This is an optimization exercise on Yosys and OpenROAD, whose aim is small area, not a production implementation. Function not checked in this run: the RTL went through the layout flow alone. Power and IR drop assume default switching activity.

### config.mk
export PLATFORM = sky130hd
export DESIGN_NAME = tkbt
export DESIGN_NICKNAME = tkbt
export VERILOG_FILES = /design/flow/design.v
export SDC_FILE = /design/flow/constraint.sdc
export NUM_CORES = 4
export LEC_CHECK = 0
export CAP_MARGIN = 20
export CORE_MARGIN = 2
export CORE_UTILIZATION = 40
export PLACE_DENSITY = 0.6
export SLEW_MARGIN = 20
### constraint.sdc
create_clock -name core_clock -period 50.0 [get_ports {clk}]
set_input_delay 10.0000 -clock core_clock [delete_from_list [all_inputs] [get_ports {clk}]]
set_output_delay 10.0000 -clock core_clock [all_outputs]
set_load 0.01 [all_outputs]
### design.v
module tkbt (
    input  wire        clk,
    input  wire        rst,         
    input  wire        cmd_valid,
    input  wire [31:0] cmd_data,
    output wire [31:0] res,
    output wire        irq_off,
    input  wire        scl_i,
    input  wire        sda_i,
    input  wire        int_i,
    output reg         scl_oe,
    output reg         scl_o,
    output reg         sda_oe,
    output reg         sda_o,
    output reg         int_oe,
    output reg         int_o
);
    localparam [30:0] T_BIT       = 31'd100;       
    localparam [30:0] T_HALF      = 31'd50;        
    localparam [30:0] CYC_PER_US  = 31'd20;
    localparam [30:0] CYC_PER_MS  = 31'd20000;
    localparam [19:0] T_WAIT      = 20'd1000000;   
    localparam [7:0]  N_PRECISE   = 8'd200;        
    localparam [30:0] T_MODE_CLK  = 31'd60;        
    localparam [30:0] T_MODE_PLS  = 31'd200;       
    localparam [30:0] T_MODE_XTRA = 31'd600;       
    localparam [14:0] MODE_PATTERN = 15'h2AF8;
    localparam [1:0] C_OK = 2'd0, C_TIMEOUT = 2'd1, C_NAK = 2'd2, C_ILLEGAL = 2'd3;
    localparam [4:0] OP_ILLEGAL = 5'd0,  OP_SETLINE = 5'd1,  OP_GETLINE = 5'd2,
                     OP_WAITCLK = 5'd3,  OP_GDIR    = 5'd4,  OP_GSET    = 5'd5,
                     OP_GGET    = 5'd6,  OP_DBIT    = 5'd7,  OP_DHALF   = 5'd8,
                     OP_DUS     = 5'd9,  OP_DMS     = 5'd10, OP_START   = 5'd11,
                     OP_STOP    = 5'd12, OP_SEND    = 5'd13, OP_RECV    = 5'd14,
                     OP_MODE    = 5'd15, OP_MSEND   = 5'd16, OP_MRECV   = 5'd17;
    localparam [4:0] S_IDLE     = 5'd0,
                     S_DISPATCH = 5'd1,
                     S_DLY      = 5'd2,    
                     S_WCH_REL  = 5'd3,    
                     S_WCH      = 5'd4,    
                     S_TIMEOUT  = 5'd5,    
                     S_DONE_OK  = 5'd6,
                     S_START1   = 5'd7,    
                     S_START2   = 5'd8,    
                     S_STOP1    = 5'd9,    
                     S_STOP_REL = 5'd10,   
                     S_SB_BIT   = 5'd11,   
                     S_SB_LOW   = 5'd12,   
                     S_SB_NEXT  = 5'd13,
                     S_SB_ACK   = 5'd14,   
                     S_RB_START = 5'd15,   
                     S_RB_SAMP  = 5'd16,   
                     S_RB_NEXT  = 5'd17,
                     S_ATTFAIL  = 5'd18,   
                     S_ME_BIT   = 5'd19,   
                     S_ME_LOW   = 5'd20,   
                     S_ME_HIGH  = 5'd21,   
                     S_ME_NEXT  = 5'd22,
                     S_ME_ADV   = 5'd23,
                     S_ME_DONE  = 5'd24;
    localparam [1:0] PH_ADDR = 2'd0, PH_VAL = 2'd1, PH_RECV = 2'd2, PH_STOP = 2'd3;
    function [4:0] decode;
        input [31:0] w;
        begin
            decode = OP_ILLEGAL;
            case (w[31:24])
                8'h01: if (w[23:17] == 7'd0 && w[15:1] == 15'd0) decode = OP_SETLINE;
                8'h02: if (w[23:17] == 7'd0 && w[15:0] == 16'd0) decode = OP_GETLINE;
                8'h03: if (w[23:0] == 24'd0)                     decode = OP_WAITCLK;
                8'h04: if (w[23:18] == 6'd0 && w[15:1] == 15'd0 && w[17:16] != 2'd3) decode = OP_GDIR;
                8'h05: if (w[23:18] == 6'd0 && w[15:1] == 15'd0 && w[17:16] != 2'd3) decode = OP_GSET;
                8'h06: if (w[23:18] == 6'd0 && w[15:0] == 16'd0 && w[17:16] != 2'd3) decode = OP_GGET;
                8'h10: begin
                    if      (w[23:16] == 8'd0 && w[15:0] == 16'd0) decode = OP_DBIT;
                    else if (w[23:16] == 8'd1 && w[15:0] == 16'd0) decode = OP_DHALF;
                    else if (w[23:16] == 8'd2)                      decode = OP_DUS;
                    else if (w[23:16] == 8'd3)                      decode = OP_DMS;
                end
                8'h20: if (w[23:0] == 24'd0)                     decode = OP_START;
                8'h21: if (w[23:0] == 24'd0)                     decode = OP_STOP;
                8'h22: if (w[23:8] == 16'd0)                     decode = OP_SEND;
                8'h23: if (w[23:0] == 24'd0)                     decode = OP_RECV;
                8'h30: if (w[23:0] == 24'd0)                     decode = OP_MODE;
                8'h40: if (w[23:16] == 8'd0)                     decode = OP_MSEND;
                8'h41: if (w[23:16] == 8'd0 && w[7:0] == 8'd0)   decode = OP_MRECV;
                default: decode = OP_ILLEGAL;
            endcase
        end
    endfunction
    reg [4:0]  state;
    reg [31:0] cmd;           
    reg [4:0]  op;            
    reg        busy;
    reg        precise;
    reg        irq_off_r;
    reg [1:0]  res_code;
    reg        res_ack;
    reg        res_lvl;
    reg [7:0]  res_data;
    reg [1:0]  res_attempts;
    reg [30:0] dly_cnt;       
    reg [4:0]  dly_next;      
    reg [19:0] wait_cnt;      
    reg [7:0]  npoll;         
    reg [4:0]  wch_next;      
    reg [3:0]  bitidx;
    reg [7:0]  sbyte;         
    reg [7:0]  acc;           
    reg [1:0]  att;           
    reg [1:0]  phase;         
    reg        last_to;       
    wire [4:0] dec_op = decode(cmd);
    wire [1:0] line   = cmd[17:16];
    wire       v_bit  = cmd[0];
    wire [15:0] imm16 = cmd[15:0];
    wire int_level = int_oe ? int_o : int_i;
    assign irq_off = irq_off_r;
    assign res = {6'd0, res_attempts, res_data, 5'd0, irq_off_r, precise, busy,
                  2'd0, res_lvl, res_ack, 2'd0, res_code};
    always @(posedge clk) begin
        if (rst) begin
            state     <= S_IDLE;
            busy      <= 1'b0;
            precise   <= 1'b0;
            irq_off_r <= 1'b0;
            res_code  <= C_OK;
            scl_oe    <= 1'b0;
            scl_o     <= 1'b0;
            sda_oe    <= 1'b0;
            sda_o     <= 1'b0;
            int_oe    <= 1'b0;
            int_o     <= 1'b0;
        end else begin
            case (state)
            S_IDLE: begin
                if (cmd_valid) begin
                    cmd   <= cmd_data;
                    busy  <= 1'b1;
                    state <= S_DISPATCH;
                end
            end
            S_DISPATCH: begin
                op <= dec_op;
                case (dec_op)
                OP_SETLINE: begin
                    if (line[0]) begin
                        if (v_bit) sda_oe <= 1'b0;
                        else begin sda_o <= 1'b0; sda_oe <= 1'b1; end
                    end else begin
                        if (v_bit) scl_oe <= 1'b0;
                        else begin scl_o <= 1'b0; scl_oe <= 1'b1; end
                    end
                    res_code <= C_OK;
                    busy     <= 1'b0;
                    state    <= S_IDLE;
                end
                OP_GETLINE, OP_GGET: begin
                    case (line)
                        2'd0:    res_lvl <= scl_i;
                        2'd1:    res_lvl <= sda_i;
                        default: res_lvl <= int_level;
                    endcase
                    res_code <= C_OK;
                    busy     <= 1'b0;
                    state    <= S_IDLE;
                end
                OP_GDIR: begin
                    case (line)
                        2'd0:    scl_oe <= ~v_bit;
                        2'd1:    sda_oe <= ~v_bit;
                        default: int_oe <= ~v_bit;
                    endcase
                    res_code <= C_OK;
                    busy     <= 1'b0;
                    state    <= S_IDLE;
                end
                OP_GSET: begin
                    case (line)
                        2'd0:    scl_o <= v_bit;
                        2'd1:    sda_o <= v_bit;
                        default: int_o <= v_bit;
                    endcase
                    res_code <= C_OK;
                    busy     <= 1'b0;
                    state    <= S_IDLE;
                end
                OP_WAITCLK: begin
                    wch_next <= S_DONE_OK;
                    state    <= S_WCH_REL;
                end
                OP_DBIT, OP_DHALF, OP_DUS, OP_DMS: begin
                    case (dec_op)
                        OP_DBIT:  dly_cnt <= T_BIT;
                        OP_DHALF: dly_cnt <= T_HALF;
                        OP_DUS:   dly_cnt <= {15'd0, imm16} * CYC_PER_US;
                        default:  dly_cnt <= {15'd0, imm16} * CYC_PER_MS;
                    endcase
                    dly_next <= S_DONE_OK;
                    state    <= S_DLY;
                end
                OP_START: begin
                    state <= S_START1;
                end
                OP_STOP: begin
                    state <= S_STOP1;
                end
                OP_SEND: begin
                    sbyte  <= cmd[7:0];
                    bitidx <= 4'd7;
                    state  <= S_SB_BIT;
                end
                OP_RECV: begin
                    state <= S_RB_START;
                end
                OP_MODE: begin
                    irq_off_r <= 1'b1;
                    bitidx    <= 4'd14;
                    state     <= S_ME_BIT;
                end
                OP_MSEND, OP_MRECV: begin
                    att   <= 2'd1;
                    state <= S_START1;
                end
                default: begin
                    res_code <= C_ILLEGAL;
                    busy     <= 1'b0;
                    state    <= S_IDLE;
                end
                endcase
            end
            S_DLY: begin
                if (dly_cnt == 31'd0)
                    state <= dly_next;
                else
                    dly_cnt <= dly_cnt - 31'd1;
            end
            S_WCH_REL: begin
                scl_oe   <= 1'b0;
                wait_cnt <= 20'd0;
                npoll    <= 8'd0;
                state    <= S_WCH;
            end
            S_WCH: begin
                if (scl_i) begin
                    dly_cnt  <= T_BIT;
                    dly_next <= wch_next;
                    state    <= S_DLY;
                end else if (precise && (npoll + 8'd1 >= N_PRECISE)) begin
                    state <= S_TIMEOUT;
                end else if (wait_cnt > T_WAIT) begin
                    state <= S_TIMEOUT;
                end else begin
                    npoll    <= npoll + 8'd1;
                    wait_cnt <= wait_cnt + 20'd1;
                end
            end
            S_TIMEOUT: begin
                case (op)
                OP_MODE: begin
                    precise   <= 1'b0;
                    irq_off_r <= 1'b0;
                    res_code  <= C_TIMEOUT;
                    busy      <= 1'b0;
                    state     <= S_IDLE;
                end
                OP_MSEND, OP_MRECV: begin
                    if (phase == PH_ADDR || phase == PH_VAL) begin
                        last_to <= 1'b1;
                        state   <= S_ATTFAIL;
                    end else begin
                        res_attempts <= att;
                        res_code     <= C_TIMEOUT;
                        busy         <= 1'b0;
                        state        <= S_IDLE;
                    end
                end
                default: begin
                    res_code <= C_TIMEOUT;
                    busy     <= 1'b0;
                    state    <= S_IDLE;
                end
                endcase
            end
            S_DONE_OK: begin
                res_code <= C_OK;
                busy     <= 1'b0;
                state    <= S_IDLE;
            end
            S_START1: begin
                sda_o  <= 1'b0;
                sda_oe <= 1'b1;
                state  <= S_START2;
            end
            S_START2: begin
                scl_o  <= 1'b0;
                scl_oe <= 1'b1;
                if (op == OP_START) begin
                    res_code <= C_OK;
                    busy     <= 1'b0;
                    state    <= S_IDLE;
                end else begin
                    phase  <= PH_ADDR;
                    sbyte  <= cmd[15:8];
                    bitidx <= 4'd7;
                    state  <= S_SB_BIT;
                end
            end
            S_STOP1: begin
                sda_o    <= 1'b0;
                sda_oe   <= 1'b1;
                phase    <= PH_STOP;
                wch_next <= S_STOP_REL;
                state    <= S_WCH_REL;
            end
            S_STOP_REL: begin
                sda_oe   <= 1'b0;
                if (op == OP_MSEND)
                    res_attempts <= att;
                res_code <= C_OK;
                busy     <= 1'b0;
                state    <= S_IDLE;
            end
            S_SB_BIT: begin
                if (sbyte[bitidx[2:0]]) sda_oe <= 1'b0;
                else begin sda_o <= 1'b0; sda_oe <= 1'b1; end
                wch_next <= S_SB_LOW;
                state    <= S_WCH_REL;
            end
            S_SB_LOW: begin
                scl_o    <= 1'b0;
                scl_oe   <= 1'b1;
                dly_cnt  <= (bitidx == 4'd0) ? T_HALF : T_BIT;
                dly_next <= S_SB_NEXT;
                state    <= S_DLY;
            end
            S_SB_NEXT: begin
                if (bitidx == 4'd0) begin
                    sda_oe   <= 1'b0;
                    wch_next <= S_SB_ACK;
                    state    <= S_WCH_REL;
                end else begin
                    bitidx <= bitidx - 4'd1;
                    state  <= S_SB_BIT;
                end
            end
            S_SB_ACK: begin
                case (op)
                OP_SEND: begin
                    res_ack  <= ~sda_i;
                    res_code <= C_OK;
                    busy     <= 1'b0;
                    state    <= S_IDLE;
                end
                OP_MSEND: begin
                    if (sda_i) begin
                        last_to <= 1'b0;
                        state   <= S_ATTFAIL;
                    end else if (phase == PH_ADDR) begin
                        phase  <= PH_VAL;
                        sbyte  <= cmd[7:0];
                        bitidx <= 4'd7;
                        state  <= S_SB_BIT;
                    end else begin
                        state <= S_STOP1;
                    end
                end
                default: begin  
                    if (sda_i) begin
                        last_to <= 1'b0;
                        state   <= S_ATTFAIL;
                    end else begin
                        res_attempts <= att;
                        phase        <= PH_RECV;
                        state        <= S_RB_START;
                    end
                end
                endcase
            end
            S_RB_START: begin
                sda_oe   <= 1'b0;
                bitidx   <= 4'd7;
                wch_next <= S_RB_SAMP;
                state    <= S_WCH_REL;
            end
            S_RB_SAMP: begin
                acc      <= {acc[6:0], sda_i};
                scl_o    <= 1'b0;
                scl_oe   <= 1'b1;
                dly_cnt  <= (bitidx == 4'd0) ? T_HALF : T_BIT;
                dly_next <= S_RB_NEXT;
                state    <= S_DLY;
            end
            S_RB_NEXT: begin
                if (bitidx == 4'd0) begin
                    res_data <= acc;
                    if (op == OP_RECV) begin
                        res_code <= C_OK;
                        busy     <= 1'b0;
                        state    <= S_IDLE;
                    end else begin
                        state <= S_STOP1;
                    end
                end else begin
                    bitidx   <= bitidx - 4'd1;
                    wch_next <= S_RB_SAMP;
                    state    <= S_WCH_REL;
                end
            end
            S_ATTFAIL: begin
                if (att == 2'd3) begin
                    res_attempts <= att;
                    res_code     <= last_to ? C_TIMEOUT : C_NAK;
                    busy         <= 1'b0;
                    state        <= S_IDLE;
                end else begin
                    att   <= att + 2'd1;
                    state <= S_START1;
                end
            end
            S_ME_BIT: begin
                if (MODE_PATTERN[bitidx]) scl_oe <= 1'b0;
                else begin scl_o <= 1'b0; scl_oe <= 1'b1; end
                dly_cnt  <= T_MODE_CLK;
                dly_next <= S_ME_LOW;
                state    <= S_DLY;
            end
            S_ME_LOW: begin
                sda_o    <= 1'b0;
                sda_oe   <= 1'b1;
                dly_cnt  <= T_MODE_PLS;
                dly_next <= S_ME_HIGH;
                state    <= S_DLY;
            end
            S_ME_HIGH: begin
                sda_oe   <= 1'b0;
                dly_cnt  <= T_MODE_PLS;
                dly_next <= S_ME_NEXT;
                state    <= S_DLY;
            end
            S_ME_NEXT: begin
                if (bitidx == 4'd5) begin
                    dly_cnt  <= T_MODE_XTRA;
                    dly_next <= S_ME_ADV;
                    state    <= S_DLY;
                end else begin
                    state <= S_ME_ADV;
                end
            end
            S_ME_ADV: begin
                if (bitidx == 4'd0) begin
                    precise  <= 1'b1;
                    wch_next <= S_ME_DONE;
                    state    <= S_WCH_REL;
                end else begin
                    bitidx <= bitidx - 4'd1;
                    state  <= S_ME_BIT;
                end
            end
            S_ME_DONE: begin
                precise   <= 1'b0;
                irq_off_r <= 1'b0;
                res_code  <= C_OK;
                busy      <= 1'b0;
                state     <= S_IDLE;
            end
            default: state <= S_IDLE;
            endcase
        end
    end
endmodule
### run.sh
#!/bin/bash
# synth_recipe.tcl (not shown) runs the flow's synth.tcl, then flattens the netlist and writes it again
# the make line also repeats each setting of config.mk as NAME=value (left out here)
make -C /OpenROAD-flow-scripts/flow DESIGN_CONFIG=/design/flow/config.mk WORK_HOME=/design/flow/orfs CLKGATE_MAP_FILE= SYNTH_SCRIPT=/design/flow/synth_recipe.tcl finish
==> notes.md <==
==> worst paths after layout <==
kind / start / end / slack (ns) / cells past startpoint
setup / recovery: sda_i / sbyte[5]$_DFFE_PP_ / 38.18 / 5
hold / removal: att[1]$_SDFFCE_PN0P_ / res_attempts[1]$_DFFE_PP_ / 0.46 / 0
setup reg to reg: cmd[7]$_DFFE_PP_ / dly_cnt[29]$_DFFE_PP_ / 44.80 / 17
hold reg to reg: att[1]$_SDFFCE_PN0P_ / res_attempts[1]$_DFFE_PP_ / 0.46 / 0
==> state kept, by name, summed over array words and instances (netlist names), 2 cells and up <==
| signal | cells |
|---|---|
| dly_cnt | 31 |
| phase | 2 |
| acc | 8 |
| bitidx | 4 |
| cmd | 32 |
| state | 5 |
| att | 2 |
| wch_next | 4 |
| res_attempts | 2 |
| res_data | 8 |
| wait_cnt | 20 |
| op | 5 |
| sbyte | 8 |
| res_code | 2 |
| dly_next | 5 |
| npoll | 8 |
==> per-stage QoR <==
stage	setup WS (ns)	util [%]	hold slack [ns]
finish	38.18	45.5	0.460
global route	38.05	45.5	0.478
CTS	38.19	45.5	0.461
detailed placement	37.73	43.6	0.438
global placement	37.76	43.6	0.440
floorplan	36.91	-	0.400
==> synth_stat cells, types with 20 or more instances <==
master / instances / area [um2]
sky130_fd_sc_hd__inv_1: 127 / 477
sky130_fd_sc_hd__and3_1: 20 / 125
sky130_fd_sc_hd__edfxtp_1: 142 / 4260
sky130_fd_sc_hd__ha_1: 122 / 1530
sky130_fd_sc_hd__nand2_1: 99 / 372
sky130_fd_sc_hd__buf_4: 21 / 158
sky130_fd_sc_hd__o22ai_1: 22 / 138
sky130_fd_sc_hd__nor3_1: 47 / 235
sky130_fd_sc_hd__xnor2_1: 45 / 394
sky130_fd_sc_hd__o21ai_0: 68 / 340
sky130_fd_sc_hd__a31oi_1: 20 / 125
sky130_fd_sc_hd__xor2_1: 38 / 333
sky130_fd_sc_hd__nand3_1: 35 / 175
sky130_fd_sc_hd__a21oi_1: 63 / 315
sky130_fd_sc_hd__clkbuf_1: 33 / 124
sky130_fd_sc_hd__fa_1: 36 / 721
sky130_fd_sc_hd__nor2_1: 99 / 372
sky130_fd_sc_hd__nor4_1: 24 / 150
==> worst max-delay path: cells and delay by family <==
kind | cells | cell delay (ns)
buffers and inverters | 2 | 0.86
AO/OA/AOI/OAI | 2 | 0.87
AND/OR/NAND/NOR | 1 | 0.15
==> routing by layer <==
layer,track usage [%],up-vias
li1,-,5162
met1,29.8,5234
met2,33.9,417
met3,3.85,74
met4,6.96,0
met5,0,-
==> cells by family (layout without fill, tap and decap cells) <==
| kind of cell | count (synthesis) | after routing | share of synthesized area [%] |
|---|---|---|---|
| buffers and inverters | 204 | 240 | 6.57 |
| other | 1 | 15 | 0.0284 |
| DFF | 158 | 158 | 34.7 |
| muxes | 9 | 9 | 0.890 |
| xor gates and xnor gates | 83 | 83 | 5.50 |
| adders and majority gates | 158 | 158 | 17.0 |
| AOI/OAI and AO/OA | 311 | 311 | 16.1 |
| and+or+nand+nor | 463 | 463 | 19.2 |
==> cell type report <==
class                      instances  area, um2
fill                            3116      17700
multi-input combinational       1039       7830
sequential                       158       4580
timing repair buffer              77        731
tap                              442        553
inverter                         131        492
clock buffer                      17        425
clock inverter                    15        171
==> power by group <==
group	switching (W)	internal (W)	total [W]	leakage [nW]
Sequential	0.0000260	0.000193	0.000219	1.41
Combinational	0.000323	0.000232	0.000555	4.00
Clock	0.0000601	0.0000751	0.000135	0.286
Total	0.000409	0.000500	0.000909	5.70
==> results.tsv <==
stage	metric	value	unit
timing	clock-skew-final	0.0118	ns
clock_tree	htree_num_levels	4	
run	max_cap_viol_count	0	
timing	fin_setup_tns	0	ns
route	topmost_layer_with_routed_signal_wires	met4	
placement	dpl-instance-area	14200	um2
finish	final_cell_count_no_fill	1879	
route	route.met2.wl	16000	um
power_and_ir_drop	power_per_cell_area	61.5	nW/um2
setup_path	worst_setup_path_end_kind	register	
clock_tree	path_clk_slew	0.07	ns
clock_tree	ctsLongestPathBuffers	2	
route	detailroute.via_count	10900	
run_status	run_status	complete, no violations	
route	vias_per_cell	5.79	
global_route	global_route.usage.total	21.5	%
logic_synthesis	total_of_warnings_raised_by_yosys	1	
route	drt_first_pass_iters	6	
setup_path	crit_fanout	9	
floorplanning	die_width	186	um
route	detail_route.wl_per_cell	19.1	um
timing	finalHoldViolations	0	
logic_synthesis	ys_async_sr_fraction	0	%
floorplanning	chipHeight	186	um
setup_path	highest_cell_delay_on_the_worst_timing_path	0.69	ns
route	met1Wirelength	16600	um
floorplanning	placement_rows	66	
global_route	grt_first_pass_wirelength	57300	um
clock_tree	cts_post_setup_buffers_inserted	0	
finish	finish.net_count	1620	
clock_tree	ctsHoldBuffers	0	
finish	flow.area_growth_from_synthesis	11.9	%
floorplanning	core_area	32500	um2
clock_tree	clk-insertion-delay-late	0.45	ns
timing	setup_viol_count_final	0	
timing	slew_viol_final	0	
hold_path	worst_hold_path_type	register to register	
clock_tree	cts_resized	0	
route	antenna_violating_nets_post_route	0	
timing	layout_worst_path_cycle_share	23.6	%
floorplanning	die-area	34500	um2
floorplanning	initial_utilization	40.6	%
global_route	aggregate_global_routing_overflow	0	
setup_path	critPathArrivalTime	11.89	ns
logic_synthesis	synth-edff-count	142	
finish	drive_above_1_share	6.40	%
route	met3RoutedLength	2440	um
timing	fmaxAchievable	84.6	MHz
setup_path	cell_chain_critical_path	clkdlybuf4s50_1 -> inv_1 -> a31o_2 -> nand3_1 -> a31oi_1	
setup_path	cp.required	50.07	ns
finish	layout.cells.most_common_list	sky130_fd_sc_hd__edfxtp_1 (142), sky130_fd_sc_hd__inv_1 (127), sky130_fd_sc_hd__ha_1 (122)	
clock_tree	cts.root.buffer_cell	sky130_fd_sc_hd__clkbuf_16	
clock_tree	tritoncts	built	
clock_tree	numClockSinks	158	
route	dr.first_iter.drc_count	1025	
timing	worst-slew-pin-transition	1.08	ns
clock_tree	cts_buffers	17	
logic_synthesis	synthesis.instances	1387	
logic_synthesis	ys_seq_elements	158	
logic_synthesis	netlist_area	13200	um2
power_and_ir_drop	power.ir.vdd_worst	0.0527	mV
placement	place_inst	1847	
placement	final_estimated_routing_congestion_in_global_placement	0.935	
timing	setup_repair_after_global_routing_missed_its_margin	no	
finish	stdcell_area	14800	um2
global_route	grt_pass1_vias	10400	
logic_synthesis	ys_types	99	
global_route	grt_max_degree	44	
setup_path	critPathKind	primary input to register	
route	routed_wl	35900	um
placement	buffer_ports.inserted	61	
setup_path	critical-path-slowest-cell	sky130_fd_sc_hd__a31oi_1	
global_route	grt_antenna_before_repair	1	
route	detail_route.drc_violations	0	
logic_synthesis	ys.flop_type	sky130_fd_sc_hd__edfxtp_1	
power_and_ir_drop	p_total	0.000909	W
timing	layout_min_cycle_time	11.82	ns
finish	mostFrequentLayoutCell	sky130_fd_sc_hd__edfxtp_1	
power_and_ir_drop	standby_leakage_power	5.70	nW
setup_path	timing.critical_path.from_type	primary input	
placement	dp_hpwl	27200	um
logic_synthesis	synth-seq-area-share	34.7	%
floorplanning	top_level_ports	77	
finish	antenna-diode-count	0	
timing	slew_headroom	26.4	%
logic_synthesis	post_synth.cell_area_avg	9.53	um2

## port drivers added, routing unchanged
The flow's constraints put no driver on any port. The routed layout listed below was extracted and timed again, unchanged, in two steps.
Step 1 assumes that a clkbuf_16 drives the clock port and a buf_2 every other input.
Step 2 adds t to the input delays and takes it off the output delays; t is the mean of the earliest and latest rising clock arrival at the registers after step 1. Input paths then give back, and output paths get back, about the clock's delay inside the block.
Slacks: no drivers / after step 1 / after step 2; pairs: no drivers / after step 1.
shift t [ns]: 0.494
setup WS [ns]: 38.180 / 38.208 / 37.714
worst setup path at the end: input to register
worst register clock-pin slew, ns: 0.07 / 0.07
worst data-port slew with drivers (ns): 0.04
After both steps this run still meets setup and hold. The setup slack of this run moves by +0.028 ns with the drivers and by -0.466 ns with both steps.
